Source: an optimization exercise on an open RTL-to-GDS flow (aim: small area, a short achievable clock period and few clock cycles per item). Production flows keep margins and buffers that such runs may drop.
RTL that was checked went through simulation tests only; none was proved equivalent to the original.
No activity file was given, so power comes from the tool's default toggle rates.

==> flow/design.v (excerpt) <==
module pkt_validator (
    input  wire        clk,
    input  wire        rst,
    input  wire        in_valid,
    output wire        in_ready,
    input  wire [31:0] in_data,
    input  wire        in_last,
    input  wire [1:0]  in_count,
    output reg         res_valid,
    output wire [2:0]  res_err,
    output wire [5:0]  res_vmask,
    output reg  [2:0]  res_cause,
    output wire [15:0] res_crc_calc,
    output wire [15:0] res_crc_read,
    output wire [10:0] res_apid,
    output wire [13:0] res_seq,
    output wire [16:0] res_plen,
    output wire [7:0]  res_stype,
    output wire [7:0]  res_ssub,
    output wire [7:0]  res_dest,
    output wire [47:0] res_time
);
Size: about 1000 cells after synthesis, roughly 12000 sq um of cells after synthesis.
clock: 5.0 ns
lec_check: 0
cap_margin: 20
core_margin: 2
core_utilization: 40
cts_cluster_diameter: 80
cts_cluster_size: 30
place_density: 0.6
setup_slack_margin: 2.7
slew_margin: 20
standard.sh (not shown) runs the stock make flow with config.mk's settings and CLKGATE_MAP_FILE= SYNTH_SCRIPT=/design/flow/synth_recipe.tcl, a recipe that flattens the netlist after the stock synthesis.
==> flow/flow/run.sh <==
#!/bin/bash
# The standard layout, with small buffers on the ports.
set -euo pipefail
bash standard.sh finish "BUFFER_PORTS_ARGS=-buffer_cell sky130_fd_sc_hd__buf_1" > standard.log 2>&1
Change:
--- a/flow/design.v
+++ b/flow/design.v
@@ -112,17 +112,17 @@
     reg         first;        
     reg         b1, b2, b3;   
     reg  [14:0] bc;           
     reg         c_pos;        
     reg         c_zero;       
     reg         c_m1;         
     reg  [13:0] remb;
     reg         re;
-    reg         remb_one;     
+    wire        remb_one = re ? (remb == 14'd2) : (remb == 14'd1);
     reg  [1:0]  rl;
     reg  [15:0] crc;          
     reg  [1:0]  kc;           
     reg  [15:0] crc_rd;       
     reg         got_lo;       
     reg         f_ver, f_type, f_dfh, f_seg;
     reg  [2:0]  apid_hi;
     reg  [7:0]  apid_lo;
@@ -253,24 +253,22 @@
         if (v_r) begin
             if (first)
                 got_lo <= 1'b0;
             else if (lo_seen)
                 got_lo <= 1'b1;
             if (b1) begin
                 remb   <= lfield[15:2];
                 re     <= !(lfield[1] && lfield[0]);
-                remb_one <= (lfield[1] && lfield[0]) ? (lfield[15:2] == 14'd1) : (lfield[15:2] == 14'd2);
                 rl     <= lfield[1:0] + 2'd1;
                 c_pos  <= !lf_hi3 || (lfield[2:0] == 3'd7);
                 c_zero <= lf_hi3 && (lfield[2:0] >= 3'd3) && (lfield[2:0] != 3'd7);
                 c_m1   <= lf_hi3 && (lfield[2:0] <= 3'd2);
             end else if (c_pos) begin
                 remb   <= remb - 14'd1;
-                remb_one <= re ? (remb == 14'd3) : (remb == 14'd2);
                 c_pos  <= !remb_one;
                 c_zero <= remb_one;
             end else if (c_zero) begin
                 c_zero <= 1'b0;
                 c_m1   <= 1'b1;
             end
             if (l_r) begin
                 r_ok  <= l_ok;
The new run finished clean; synthesized area decreases by a few percent; utilization stays flat; wire length rises slightly; clock skew falls by 0.012 ns; non-clock buffer count goes down by 29; global-route usage is higher by 0.53 points; count of clock-buffer cells in the layout fell by 1; worst setup slack got worse by 0.098 ns; register-to-register slack is worse by 0.11 ns; total power goes down slightly; die area drops by a few percent; worst hold slack gets worse by 0.0048 ns; maximum frequency goes down by a few percent; sequential cell count falls by 1.
No functional check of the RTL was part of any run of this note.

--- another note on this design; it stands on its own ---

== quartz ==
Design pkt_validator, start of the top module:
module pkt_validator (
    input  wire        clk,
    input  wire        rst,
    input  wire        in_valid,
    output wire        in_ready,
    input  wire [31:0] in_data,
    input  wire        in_last,
    input  wire [1:0]  in_count,
    output reg         res_valid,
    output wire [2:0]  res_err,
    output wire [5:0]  res_vmask,
    output reg  [2:0]  res_cause,
    output wire [15:0] res_crc_calc,
    output wire [15:0] res_crc_read,
    output wire [10:0] res_apid,
    output wire [13:0] res_seq,
    output wire [16:0] res_plen,
    output wire [7:0]  res_stype,
    output wire [7:0]  res_ssub,
    output wire [7:0]  res_dest,
    output wire [47:0] res_time
);
Size: ~1000 cells after synthesis, ~250 flip-flops.
==> flow/config.mk <==
export PLATFORM = sky130hd
export DESIGN_NAME = pkt_validator
export DESIGN_NICKNAME = pkt_validator
export VERILOG_FILES = /design/flow/design.v
export SDC_FILE = /design/flow/constraint.sdc
export NUM_CORES = 4
export LEC_CHECK = 0
export CAP_MARGIN = 20
export CORE_MARGIN = 2
export CORE_UTILIZATION = 40
export CTS_CLUSTER_DIAMETER = 80
export CTS_CLUSTER_SIZE = 30
export PLACE_DENSITY = 0.6
export SETUP_SLACK_MARGIN = 2.7
export SLEW_MARGIN = 20
==> flow/constraint.sdc <==
create_clock -name core_clock -period 5.0 [get_ports {clk}]
set_input_delay 1.0000 -clock core_clock [delete_from_list [all_inputs] [get_ports {clk}]]
set_output_delay 1.0000 -clock core_clock [all_outputs]
set_load 0.01 [all_outputs]
standard.sh (not shown) runs the stock make flow with config.mk's settings and CLKGATE_MAP_FILE= SYNTH_SCRIPT=/design/flow/synth_recipe.tcl, a recipe that flattens the netlist after the stock synthesis.
==> flow/flow/run.sh <==
#!/bin/bash
# The standard layout, with small buffers on the ports.
set -euo pipefail
bash standard.sh finish "BUFFER_PORTS_ARGS=-buffer_cell sky130_fd_sc_hd__buf_1" > standard.log 2>&1
Testbench counts of quartz, summed over its fixed seeds: cycles 113,228, packets 1,280.
Input changes introduced in violet (baseline for comparison: quartz):
- CTS_CLUSTER_DIAMETER removed (was 80)
- CTS_CLUSTER_SIZE removed (was 30)
==> comparison <==
violet finished every step from synthesis to the final layout, and the layout passed the timing, design-rule and antenna checks.
Number of post-CTS setup repair buffers (lower): quartz
Comparing violet and quartz, the lower clock network power was measured on quartz.
Cell internal power dissipation is higher on violet
Final area: violet vs quartz up 3.4%
Looking at critical path endpoint, the res_crc_calc[1] result is from quartz; the res_crc_calc[2] one comes from violet.
| layout net count | violet vs quartz | 21 higher |
Of violet and quartz, the higher clock network fraction of total power belongs to violet.
Comparing routed length on met2 for violet and quartz, the smaller number came from quartz.
For the final critical-path required period, violet came in 0.015 ns higher than quartz did.

[separate check: timing with driven ports]
No port has a modelled driver above. Below, the same layouts with a new extraction and two added sets of constraints. Step 1 sets driving cells, clkbuf_16 on the clock port and buf_2 on the other inputs (assumed; they add their load-dependent delay and slew). Step 2 adds t to the input delays and takes it off the output delays; t is the mean of the earliest and latest rising clock arrival at the registers after step 1. Input paths then give back, and output paths get back, about the clock's delay inside the block. Slacks: no drivers / after step 1 / after step 2; pairs: no drivers / after step 1.
run | shift t [ns] | setup WS [ns] | hold WS [ns] | worst slew at a driven data input, ns | cell pins on the clock port's net
the first run of note 1 | 0.543 | 2.682 / 2.626 / 2.604 | 0.494 / 0.494 / 0.494 | 0.09 | 1
the second run of note 1 | 0.548 | 2.585 / 2.585 / 2.585 | 0.490 / 0.490 / 0.490 | 0.08 | 1
quartz | 0.551 | 2.661 / 2.610 / 2.502 | 0.491 / 0.491 / 0.491 | 0.06 | 1
violet | 0.605 | 2.646 / 2.596 / 2.504 | 0.486 / 0.486 / 0.486 | 0.06 | 1
After both steps setup and hold are still met in every run listed. For quartz, which loses most, drivers alone change the setup slack by -0.051 ns; drivers and shift together by -0.159 ns.
